Context: an optimization exercise on an open-source flow, tuned for small area, a short achievable clock period and few clock cycles. The choices shown serve that exercise and are no tape-out recipe. Only simulation tests tie the RTL to the original design; equivalence was not proved. Power figures rest on the tool's default switching activity, not on a simulated workload.

==> design/flow/design.v <==
module hliwt (
    input             clk,
    input             rst,           
    input             host_req,
    input             host_we,
    input      [23:0] host_addr,
    input      [31:0] host_wdata,
    output reg [31:0] host_rdata
);
    localparam MAXH  = 12;
    localparam MAXW  = 12;
    localparam MAXHC = MAXH / 2;
    localparam MAXWC = MAXW / 2;
    localparam CW    = 11;
    localparam MSGN  = (MAXHC * MAXWC) / 8;
    localparam NPIX  = MAXH * MAXW;
    localparam NSUB  = MAXHC * MAXWC;
    localparam [3:0] E_NONE = 4'd0, E_ILLEGAL = 4'd1, E_BADDIM = 4'd2,
                     E_CAP = 4'd3, E_NUL = 4'd4, E_NOPAYLOAD = 4'd5;
    localparam [3:0] S_IDLE = 4'd0, S_CHECK = 4'd1, S_NUL = 4'd2, S_FWD = 4'd3,
                     S_SPLICE = 4'd4, S_INV = 4'd5, S_UNSPLICE = 4'd6;
    reg [15:0] imgh, imgw;
    reg [23:0] msglen;
    reg        busy;
    reg [31:0] pend;
    reg [3:0]  err;
    reg        term;
    reg [31:0] clipcnt;
    reg [31:0] errinfo0, errinfo1;
    reg        accerr;
    reg [7:0]    pix [0:NPIX-1];
    reg [CW-1:0] ll  [0:NSUB-1];
    reg [CW-1:0] lh  [0:NSUB-1];
    reg [CW-1:0] hl  [0:NSUB-1];
    reg [CW-1:0] hh  [0:NSUB-1];
    reg [7:0]    msg [0:MSGN-1];
    wire [16:0] padh   = {1'b0, imgh} + {16'd0, imgh[0]};
    wire [16:0] padw   = {1'b0, imgw} + {16'd0, imgw[0]};
    wire [15:0] subh   = padh[16:1];
    wire [15:0] subw   = padw[16:1];
    wire [31:0] cap    = subh * subw;
    wire [31:0] bitlen = {5'd0, msglen, 3'b000} + 32'd8;
    wire [31:0] status = {15'd0, accerr, 6'd0, (clipcnt != 32'd0), term, err, 3'd0, busy};
    wire [3:0]  a_space = host_addr[23:20];
    wire [9:0]  a_row   = host_addr[19:10];
    wire [9:0]  a_col   = host_addr[9:0];
    wire [19:0] a_index = host_addr[19:0];
    wire a_valid = (a_space == 4'd0 && a_index <= 20'd13) ||
                   (a_space == 4'd1 && a_row < MAXH && a_col < MAXW) ||
                   (a_space >= 4'd2 && a_space <= 4'd5 && a_row < MAXHC && a_col < MAXWC) ||
                   (a_space == 4'd6 && a_index < MSGN);
    wire [7:0] a_pix_idx = {4'd0, a_row[3:0]} * 8'd12 + {4'd0, a_col[3:0]};
    wire [5:0] a_sub_idx = {3'd0, a_row[2:0]} * 6'd6 + {3'd0, a_col[2:0]};
    wire [1:0] a_msg_idx = a_index[1:0];
    wire host_rd   = host_req && !host_we;
    wire host_wr   = host_req &&  host_we;
    wire host_ok   = !busy && a_valid;           
    wire status_rd = host_rd && host_addr == 24'h000001;
    wire host_fault = host_req && (busy ? !status_rd : !a_valid);
    wire cell_wr  = host_wr && host_ok;
    wire wr_pix   = cell_wr && a_space == 4'd1;
    wire wr_ll    = cell_wr && a_space == 4'd2;
    wire wr_lh    = cell_wr && a_space == 4'd3;
    wire wr_hl    = cell_wr && a_space == 4'd4;
    wire wr_hh    = cell_wr && a_space == 4'd5;
    wire wr_msg   = cell_wr && a_space == 4'd6;
    wire wr_reg   = cell_wr && a_space == 4'd0;
    reg [31:0] reg_rd;
    always @(*) begin
        case (a_index[3:0])
            4'd1:    reg_rd = status;
            4'd2:    reg_rd = {16'd0, imgh};
            4'd3:    reg_rd = {16'd0, imgw};
            4'd4:    reg_rd = {8'd0, msglen};
            4'd5:    reg_rd = {15'd0, padh};
            4'd6:    reg_rd = {15'd0, padw};
            4'd7:    reg_rd = {16'd0, subh};
            4'd8:    reg_rd = {16'd0, subw};
            4'd9:    reg_rd = cap;
            4'd10:   reg_rd = bitlen;
            4'd11:   reg_rd = clipcnt;
            4'd12:   reg_rd = errinfo0;
            4'd13:   reg_rd = errinfo1;
            default: reg_rd = 32'd0;
        endcase
    end
    reg [31:0] rd_val;
    always @(*) begin
        rd_val = 32'd0;
        if (busy) begin
            if (status_rd) rd_val = status;
        end else if (a_valid) begin
            case (a_space)
                4'd0: rd_val = reg_rd;
                4'd1: rd_val = {24'd0, pix[a_pix_idx]};
                4'd2: rd_val = {{(32-CW){ll[a_sub_idx][CW-1]}}, ll[a_sub_idx]};
                4'd3: rd_val = {{(32-CW){lh[a_sub_idx][CW-1]}}, lh[a_sub_idx]};
                4'd4: rd_val = {{(32-CW){hl[a_sub_idx][CW-1]}}, hl[a_sub_idx]};
                4'd5: rd_val = {{(32-CW){hh[a_sub_idx][CW-1]}}, hh[a_sub_idx]};
                4'd6: rd_val = {24'd0, msg[a_msg_idx]};
                default: rd_val = 32'd0;
            endcase
        end
    end
    always @(posedge clk) begin
        if (host_rd) host_rdata <= rd_val;
    end
    reg [3:0] state;
    reg [2:0] blk_k, blk_j;      
    reg [5:0] bit_i;             
    reg [1:0] nul_i;             
    reg [2:0] grp_bit;           
    reg [6:0] grp_sh;            
    reg [2:0] dec_q;             
    reg [7:0] clip_acc;          
    reg       after_fwd_splice;  
    reg       after_fwd_unsplice;  
    wire [3:0] op      = pend[3:0];
    wire       legal   = pend[31:4] == 28'd0 && pend[3:0] <= 4'd6;
    wire       dim_ok  = imgh != 16'd0 && imgh <= MAXH && imgw != 16'd0 && imgw <= MAXW;
    wire       cap_ok  = bitlen <= cap;
    wire [2:0] sub_h = subh[2:0];
    wire [2:0] sub_w = subw[2:0];
    wire       last_j = blk_j == sub_w - 3'd1;
    wire       last_k = blk_k == sub_h - 3'd1;
    wire [3:0] f_r0 = {blk_k, 1'b0};
    wire [3:0] f_c0 = {blk_j, 1'b0};
    wire [3:0] f_r1 = ({12'd0, f_r0} + 16'd1 < imgh) ? f_r0 + 4'd1 : f_r0;
    wire [3:0] f_c1 = ({12'd0, f_c0} + 16'd1 < imgw) ? f_c0 + 4'd1 : f_c0;
    wire [7:0] f_i00 = {4'd0, f_r0} * 8'd12 + {4'd0, f_c0};
    wire [7:0] f_i01 = {4'd0, f_r0} * 8'd12 + {4'd0, f_c1};
    wire [7:0] f_i10 = {4'd0, f_r1} * 8'd12 + {4'd0, f_c0};
    wire [7:0] f_i11 = {4'd0, f_r1} * 8'd12 + {4'd0, f_c1};
    wire [7:0] pa = pix[f_i00];
    wire [7:0] pb = pix[f_i01];
    wire [7:0] pc = pix[f_i10];
    wire [7:0] pd = pix[f_i11];
    wire signed [CW-1:0] fa = $signed({3'd0, pa});
    wire signed [CW-1:0] fb = $signed({3'd0, pb});
    wire signed [CW-1:0] fc = $signed({3'd0, pc});
    wire signed [CW-1:0] fd = $signed({3'd0, pd});
    wire signed [CW-1:0] f_s0 = (fa + fb) >>> 1;
    wire signed [CW-1:0] f_d0 = fa - fb;
    wire signed [CW-1:0] f_s1 = (fc + fd) >>> 1;
    wire signed [CW-1:0] f_d1 = fc - fd;
    wire signed [CW-1:0] f_ll = (f_s0 + f_s1) >>> 1;
    wire signed [CW-1:0] f_lh = f_s0 - f_s1;
    wire signed [CW-1:0] f_hl = (f_d0 + f_d1) >>> 1;
    wire signed [CW-1:0] f_hh = f_d0 - f_d1;
    wire [5:0] blk_idx = {3'd0, blk_k} * 6'd6 + {3'd0, blk_j};
    wire [7:0] blk_pix = {5'd0, blk_k} * 8'd24 + {4'd0, blk_j, 1'b0};
    wire signed [CW+1:0] i_ll = {{2{ll[blk_idx][CW-1]}}, ll[blk_idx]};
    wire signed [CW+1:0] i_lh = {{2{lh[blk_idx][CW-1]}}, lh[blk_idx]};
    wire signed [CW+1:0] i_hl = {{2{hl[blk_idx][CW-1]}}, hl[blk_idx]};
    wire signed [CW+1:0] i_hh = {{2{hh[blk_idx][CW-1]}}, hh[blk_idx]};
    wire signed [CW+1:0] i_s0 = i_ll + ((i_lh + 1) >>> 1);
    wire signed [CW+1:0] i_s1 = i_ll - (i_lh >>> 1);
    wire signed [CW+1:0] i_d0 = i_hl + ((i_hh + 1) >>> 1);
    wire signed [CW+1:0] i_d1 = i_hl - (i_hh >>> 1);
    wire signed [CW+1:0] i_r00 = i_s0 + ((i_d0 + 1) >>> 1);
    wire signed [CW+1:0] i_r01 = i_s0 - (i_d0 >>> 1);
    wire signed [CW+1:0] i_r10 = i_s1 + ((i_d1 + 1) >>> 1);
    wire signed [CW+1:0] i_r11 = i_s1 - (i_d1 >>> 1);
    wire c00_lo = i_r00 < 0, c00_hi = i_r00 > 255;
    wire c01_lo = i_r01 < 0, c01_hi = i_r01 > 255;
    wire c10_lo = i_r10 < 0, c10_hi = i_r10 > 255;
    wire c11_lo = i_r11 < 0, c11_hi = i_r11 > 255;
    wire [7:0] q00 = c00_lo ? 8'd0 : c00_hi ? 8'd255 : i_r00[7:0];
    wire [7:0] q01 = c01_lo ? 8'd0 : c01_hi ? 8'd255 : i_r01[7:0];
    wire [7:0] q10 = c10_lo ? 8'd0 : c10_hi ? 8'd255 : i_r10[7:0];
    wire [7:0] q11 = c11_lo ? 8'd0 : c11_hi ? 8'd255 : i_r11[7:0];
    wire [2:0] i_nclip = {2'd0, c00_lo | c00_hi} + {2'd0, c01_lo | c01_hi} +
                         {2'd0, c10_lo | c10_hi} + {2'd0, c11_lo | c11_hi};
    wire [1:0] sp_byte = bit_i[4:3];
    wire [2:0] sp_bit  = bit_i[2:0];
    wire [7:0] sp_msg  = msg[sp_byte];
    wire       sp_val  = ({18'd0, bit_i} < {msglen, 3'b000}) ? sp_msg[3'd7 - sp_bit] : 1'b0;
    wire       sp_last = {26'd0, bit_i} == bitlen - 32'd1;
    wire       un_lsb   = ll[blk_idx][0];
    wire [7:0] un_byte  = {grp_sh, un_lsb};
    wire       un_lastc = last_j && last_k;
    always @(posedge clk) begin
        if (rst) begin
            imgh     <= 16'd0;
            imgw     <= 16'd0;
            msglen   <= 24'd0;
            busy     <= 1'b0;
            pend     <= 32'd0;
            err      <= 4'd0;
            term     <= 1'b0;
            clipcnt  <= 32'd0;
            errinfo0 <= 32'd0;
            errinfo1 <= 32'd0;
            accerr   <= 1'b0;
            state    <= S_IDLE;
            after_fwd_splice   <= 1'b0;
            after_fwd_unsplice <= 1'b0;
        end else begin
            if (host_fault) accerr <= 1'b1;
            if (wr_pix) pix[a_pix_idx] <= host_wdata[7:0];
            if (wr_ll)  ll[a_sub_idx]  <= host_wdata[CW-1:0];
            if (wr_lh)  lh[a_sub_idx]  <= host_wdata[CW-1:0];
            if (wr_hl)  hl[a_sub_idx]  <= host_wdata[CW-1:0];
            if (wr_hh)  hh[a_sub_idx]  <= host_wdata[CW-1:0];
            if (wr_msg) msg[a_msg_idx] <= host_wdata[7:0];
            if (wr_reg) begin
                case (a_index[3:0])
                    4'd0: begin
                        pend  <= host_wdata;
                        busy  <= 1'b1;
                        state <= S_CHECK;
                    end
                    4'd2: imgh   <= host_wdata[15:0];
                    4'd3: imgw   <= host_wdata[15:0];
                    4'd4: msglen <= host_wdata[23:0];
                    default: ;
                endcase
            end
            case (state)
                S_CHECK: begin
                    blk_k    <= 3'd0;
                    blk_j    <= 3'd0;
                    bit_i    <= 6'd0;
                    nul_i    <= 2'd0;
                    grp_bit  <= 3'd0;
                    grp_sh   <= 7'd0;
                    dec_q    <= 3'd0;
                    clip_acc <= 8'd0;
                    after_fwd_splice   <= 1'b0;
                    after_fwd_unsplice <= 1'b0;
                    if (!legal)
                        begin
                            err <= E_ILLEGAL; errinfo0 <= pend; errinfo1 <= 32'd0;
                            term <= 1'b0; clipcnt <= 32'd0;
                            busy <= 1'b0; state <= S_IDLE;
                        end
                    else if (op == 4'd0)
                        begin
                            err <= E_NONE; errinfo0 <= 32'd0; errinfo1 <= 32'd0;
                            term <= 1'b0; clipcnt <= 32'd0;
                            busy <= 1'b0; state <= S_IDLE;
                        end
                    else if (!dim_ok)
                        begin
                            err <= E_BADDIM; errinfo0 <= {16'd0, imgh}; errinfo1 <= {16'd0, imgw};
                            term <= 1'b0; clipcnt <= 32'd0;
                            busy <= 1'b0; state <= S_IDLE;
                        end
                    else begin
                        case (op)
                            4'd1: state <= S_FWD;
                            4'd2: state <= S_INV;
                            4'd4: state <= S_UNSPLICE;
                            4'd6: begin
                                state <= S_FWD;
                                after_fwd_unsplice <= 1'b1;
                            end
                            default: begin  
                                if (!cap_ok)
                                    begin
                                        err <= E_CAP; errinfo0 <= bitlen; errinfo1 <= cap;
                                        term <= 1'b0; clipcnt <= 32'd0;
                                        busy <= 1'b0; state <= S_IDLE;
                                    end
                                else if (msglen == 24'd0)
                                    state <= (op == 4'd5) ? S_FWD : S_SPLICE;
                                else
                                    state <= S_NUL;
                                after_fwd_splice <= (op == 4'd5);
                            end
                        endcase
                    end
                end
                S_NUL: begin
                    if (msg[nul_i] == 8'd0)
                        begin
                            err <= E_NUL; errinfo0 <= {30'd0, nul_i}; errinfo1 <= 32'd0;
                            term <= 1'b0; clipcnt <= 32'd0;
                            busy <= 1'b0; state <= S_IDLE;
                        end
                    else if ({22'd0, nul_i} == msglen - 24'd1)
                        state <= after_fwd_splice ? S_FWD : S_SPLICE;
                    else
                        nul_i <= nul_i + 2'd1;
                end
                S_FWD: begin
                    ll[blk_idx] <= f_ll;
                    lh[blk_idx] <= f_lh;
                    hl[blk_idx] <= f_hl;
                    hh[blk_idx] <= f_hh;
                    if (last_j) begin
                        blk_j <= 3'd0;
                        if (last_k) begin
                            blk_k <= 3'd0;
                            if (after_fwd_splice)
                                state <= S_SPLICE;
                            else if (after_fwd_unsplice)
                                state <= S_UNSPLICE;
                            else
                                begin
                                    err <= E_NONE; errinfo0 <= 32'd0; errinfo1 <= 32'd0;
                                    term <= 1'b0; clipcnt <= 32'd0;
                                    busy <= 1'b0; state <= S_IDLE;
                                end
                        end else
                            blk_k <= blk_k + 3'd1;
                    end else
                        blk_j <= blk_j + 3'd1;
                end
                S_SPLICE: begin
                    ll[blk_idx] <= {ll[blk_idx][CW-1:1], sp_val};
                    bit_i <= bit_i + 6'd1;
                    if (last_j) begin
                        blk_j <= 3'd0;
                        blk_k <= blk_k + 3'd1;
                    end else
                        blk_j <= blk_j + 3'd1;
                    if (sp_last) begin
                        blk_j <= 3'd0;
                        blk_k <= 3'd0;
                        if (after_fwd_splice)
                            state <= S_INV;
                        else
                            begin
                                err <= E_NONE; errinfo0 <= 32'd0; errinfo1 <= 32'd0;
                                term <= 1'b0; clipcnt <= 32'd0;
                                busy <= 1'b0; state <= S_IDLE;
                            end
                    end
                end
                S_INV: begin
                    pix[blk_pix]          <= q00;
                    pix[blk_pix + 8'd1]   <= q01;
                    pix[blk_pix + 8'd12]  <= q10;
                    pix[blk_pix + 8'd13]  <= q11;
                    clip_acc <= clip_acc + {5'd0, i_nclip};
                    if (last_j) begin
                        blk_j <= 3'd0;
                        if (last_k)
                            begin
                                err <= E_NONE; errinfo0 <= 32'd0; errinfo1 <= 32'd0;
                                term <= 1'b0; clipcnt <= {24'd0, clip_acc + {5'd0, i_nclip}};
                                busy <= 1'b0; state <= S_IDLE;
                            end
                        else
                            blk_k <= blk_k + 3'd1;
                    end else
                        blk_j <= blk_j + 3'd1;
                end
                S_UNSPLICE: begin
                    grp_bit <= grp_bit + 3'd1;
                    grp_sh  <= {grp_sh[5:0], un_lsb};
                    if (last_j) begin
                        blk_j <= 3'd0;
                        blk_k <= blk_k + 3'd1;
                    end else
                        blk_j <= blk_j + 3'd1;
                    if (grp_bit == 3'd7 && un_byte == 8'd0) begin
                        msglen <= {21'd0, dec_q};
                        begin
                            err <= (dec_q == 3'd0) ? E_NOPAYLOAD : E_NONE; errinfo0 <= 32'd0; errinfo1 <= 32'd0;
                            term <= 1'b1; clipcnt <= 32'd0;
                            busy <= 1'b0; state <= S_IDLE;
                        end
                    end else begin
                        if (grp_bit == 3'd7) begin
                            msg[dec_q[1:0]] <= un_byte;
                            dec_q <= dec_q + 3'd1;
                        end
                        if (un_lastc) begin
                            msglen <= {21'd0, dec_q + ((grp_bit == 3'd7) ? 3'd1 : 3'd0)};
                            begin
                                err <= E_NOPAYLOAD; errinfo0 <= 32'd0; errinfo1 <= 32'd0;
                                term <= 1'b0; clipcnt <= 32'd0;
                                busy <= 1'b0; state <= S_IDLE;
                            end
                        end
                    end
                end
                default: ;
            endcase
        end
    end
endmodule
==> design/flow/run.sh <==
#!/bin/bash
# synth_recipe.tcl (not shown) runs the flow's synth.tcl, then flattens the netlist and writes it again
# the make line also repeats each setting of config.mk as NAME=value (left out here)
make -C /OpenROAD-flow-scripts/flow DESIGN_CONFIG=/design/flow/config.mk WORK_HOME=/design/flow/orfs CLKGATE_MAP_FILE= SYNTH_SCRIPT=/design/flow/synth_recipe.tcl finish
==> design/flow/config.mk <==
export PLATFORM = sky130hd
export DESIGN_NAME = hliwt
export DESIGN_NICKNAME = hliwt
export VERILOG_FILES = /design/flow/design.v
export SDC_FILE = /design/flow/constraint.sdc
export NUM_CORES = 4
export LEC_CHECK = 0
export CAP_MARGIN = 20
export CORE_MARGIN = 2
export CORE_UTILIZATION = 25
export PLACE_DENSITY = 0.3
export SLEW_MARGIN = 20
export SYNTH_MEMORY_MAX_BITS = 65536
==> design/flow/constraint.sdc <==
create_clock -name core_clock -period 12.0 [get_ports {clk}]
set_input_delay 2.4000 -clock core_clock [delete_from_list [all_inputs] [get_ports {clk}]]
set_output_delay 2.4000 -clock core_clock [all_outputs]
set_load 0.01 [all_outputs]
==> flow_summary.yaml <==
die:
  io_pins: 92
  core_area_um2: 807000
  initial_core_util_pct: 25.1
  die_w_um: 903
  rows: 330
  dieArea_um2: 816000
  die_h_um: 903
synthesis:
  ys.flop_type: "edfxtp_1"
  yosys-top-cells-area: "edfxtp_1 42%, mux4_2 13%, nand2_1 5.1%"
  yosys_warnings: 1
  synth-edff-count: 2835
  syn-num-nets: 19900
  ys_seq_elements: 3011
  ys_seq_area_share_pct: 43.8
  synth_async_sr_flop_share_pct: 0
  ys_types: 107
  syn_inst: 19300
  yosysTopAreaCell: "edfxtp_1"
  yosysTopAreaCellShare_pct: 42.1
  syn-mean-instance-area_um2: 10.5
  syn_area_um2: 202000
timing:
  maxSlewViolCount: 0
  setup_viol_count_final: 0
  finalClockSkew_ns: 0.153
  period_needed_ns: 11.62
  rsz0062_at_grt: "no"
  finalSetupTns_ns: 0
  whs_ns: 0.464
  worst_pin_slew_ns: 1.36
  slew_headroom_pct: 9.44
  min_period_over_period_pct: 96.8
  max_freq_mhz: 86.1
  hold_viol: 0
worst_hold_path:
  worst_hold_path_type: "flip-flop to flip-flop"
route:
  dr.pass1.iters: 6
  vias: 190000
  drt_iter0_drc: 27300
  wl_um: 1430000
  post_drt_via_cell_ratio: 6.25
  wl_per_cell_um: 47.0
  drc_errors: 0
  ant_nets: 0
power_and_ir_drop:
  leakage_nw: 80.9
  ir_drop_v: 0.000120
  power_density_nw_per_um2: 113
clocking:
  cts_tree: "yes"
  cts_max_level: 5
  root_buffer: "clkbuf_16"
  postCtsHoldBufs: 0
  clock_path_buffers: 4
  clkTransAtPathRegs_ns: 0.06
  cts_made_buffers: 411
  clock_latency_ns: 1.15
  cts.sinks: 3011
critical_path:
  crit_path_end_kind: "flip-flop"
  critPathMaxStageDelay_ns: 1.10
  crit_arrival_ns: 12.65
  crit_path_max_fanout: 25
  start_kind: "flip-flop"
  critPathKind: "flip-flop to flip-flop"
  critPathSlowestCell: "fa_4"
  crit_required_ns: 13.03
  crit_path_frequent_cell: "o21ai_0"
global_routing:
  grt_max_degree: 98
  track_usage_pct: 33.8
  grt_antenna_before_repair: 156
  grt-ovfl-total: 0
  grt_pass1_wl_um: 1860000
  grt_pass1_vias: 180000
cells_and_area:
  area_delta_synth_final_pct: 17.7
  nNetsFinal: 19900
  drive_gt1_share_pct: 20.1
placed_design:
  port_buffers: 91
  gp_congestion: 1.00
  dp_hpwl_um: 1000000
run:
  drv_cap: 0
status:
  status: "finished clean"
## path summary, 6_finish.rpt
| kind | slack (ns) | cells past startpoint | endpoint | start |
|---|---|---|---|---|
| max | 0.38 | 38 | clipcnt[6] | blk_k[0] |
| min | 0.46 | 2 | errinfo0[11] | errinfo0[11] |
| max reg2reg | 0.38 | 38 | clipcnt[6] | blk_k[0] |
| min reg2reg | 0.46 | 2 | errinfo0[11] | errinfo0[11] |
## layout by cell type, fill, tap and decap left out, types with 337 or more instances in the layout
cell	instances
a21oi_1	1600
a22oi_1	1185
buf_4	1305
clkbuf_16	418
edfxtp_1	2835
ha_1	337
inv_1	425
mux4_2	1199
nand2_1	2725
nand3_1	416
nor2_1	892
o21ai_0	1005
o22ai_1	1142
## cells in the mapped netlist, types with 40 or more instances
cell and instances:
nand3_1 438, xnor2_1 178, dfxtp_1 176, o22a_1 72, nor2b_1 100, mux4_2 1199, nand2b_1 55, nor2_1 978
or4_1 43, fa_1 219, buf_2 198, nor4_1 117, o211ai_1 73, xor2_1 99, inv_1 426, buf_1 191
nor3_1 297, mux2_2 108, mux2i_1 271, nand2_1 2741, a31oi_1 71, a211oi_1 107, and2_1 52, edfxtp_1 2835
clkbuf_1 1615, nand4_1 81, and3_1 78, a221oi_1 135, o22ai_1 1146, ha_1 345, a21o_1 40, o221ai_1 150
a21oi_1 1608, o41ai_1 111, o21ai_0 1196, o21bai_1 46, a22oi_1 1186
## routing by layer
metal	vias to the layer above	global-route usage, %	wire length [um]
li1	75200	-	-
met1	101000	43.9	580000
met2	11900	52.6	637000
met3	2769	6.65	115000
met4	68	19.5	101000
met5	-	0	481
## power breakdown
| part | internal (mW) | switching (mW) |
|---|---|---|
| registers | 11.5 | 0.00167 |
| logic | 0.811 | 2.15 |
| clock network | 6.90 | 5.61 |
## worst max-delay path, delay by kind of cell (launching register included)
family / cells / cell delay [ns]
buffers and inverters: 4 / 0.81
muxes: 2 / 0.44
xor gates and xnor gates: 2 / 0.35
DFF: 1 / 0.39
and+or+nand+nor: 10 / 3.37
AOI/OAI and AO/OA: 13 / 2.65
adders and majority gates: 7 / 3.46
## cell families after synthesis
group           synth area share (%)
compound gates                  19.4
simple gates                    11.0
flops                           43.8
buf+inv                         4.80
mux                             15.4
fa+ha+maj                       4.31
xor+xnor                        1.27
## cell type report
| type | instances | area (um^2) |
|---|---|---|
| flip-flops and latches | 3011 | 88700 |
| repair buffers | 1559 | 13900 |
| diodes | 110 | 275 |
| fillers | 83300 | 569000 |
| inverters | 434 | 1640 |
| clock buffers | 538 | 11000 |
| multi-input cells | 13800 | 107000 |
| clock inverters | 210 | 1910 |
| well taps | 10800 | 13500 |
## sequential cells by signal (all words and copies together) (netlist names), 16 cells and up, named ones only
name,cells
lh,396
hl,396
errinfo1,32
errinfo0,32
host_rdata,32
msg,32
imgh,16
pix,1152
msglen,24
hh,396
pend,32
imgw,16
ll,396
## repair_timing
item	in CTS	in global routing
buffers inserted	0	19
gates resized for setup	0	15
endpoints found under the setup margin	0	76
## through the flow
| step | total power, mW | area, um^2 | setup slack (ns) | std cells | utilization [%] |
|---|---|---|---|---|---|
| finish | 26.9 | 238000 | 0.380 | 30500 | 29.5 |
| global route | 27.4 | 238000 | 0.00513 | 30400 | 29.5 |
| CTS | 27.0 | 237000 | 0.173 | 30300 | 29.4 |
| detailed placement | 14.5 | 224000 | 0.177 | 29600 | 27.8 |
| global placement | 14.5 | 224000 | 0.320 | 29600 | 27.7 |
| floorplan | 12.9 | 202000 | 2.12 | 19300 | - |
Testbench counts, summed over its fixed seeds: cycles 20,235.

port drivers added, routing unchanged:
Ports are ideal in the flow. The routed layout listed here was re-timed in OpenROAD.
Step 1: set_driving_cell puts a clkbuf_16 on clk and a buf_2 on each other input, an assumption about the parent block.
Step 2 also shifts input and output timing later by t, the mid clock arrival at the registers, as if the neighbouring blocks saw the same clock.
a / b / c = ideal / step 1 / step 2; a / b = the first two.
shift t [ns]: 1.225
slack for setup (ns): 0.380 / 0.380 / 0.380
hold WS [ns]: 0.464 / 0.464 / 0.464
After both steps setup and hold are still met in this run. The setup slack of this run moves by 0.000 ns with the drivers and by 0.000 ns with both steps.
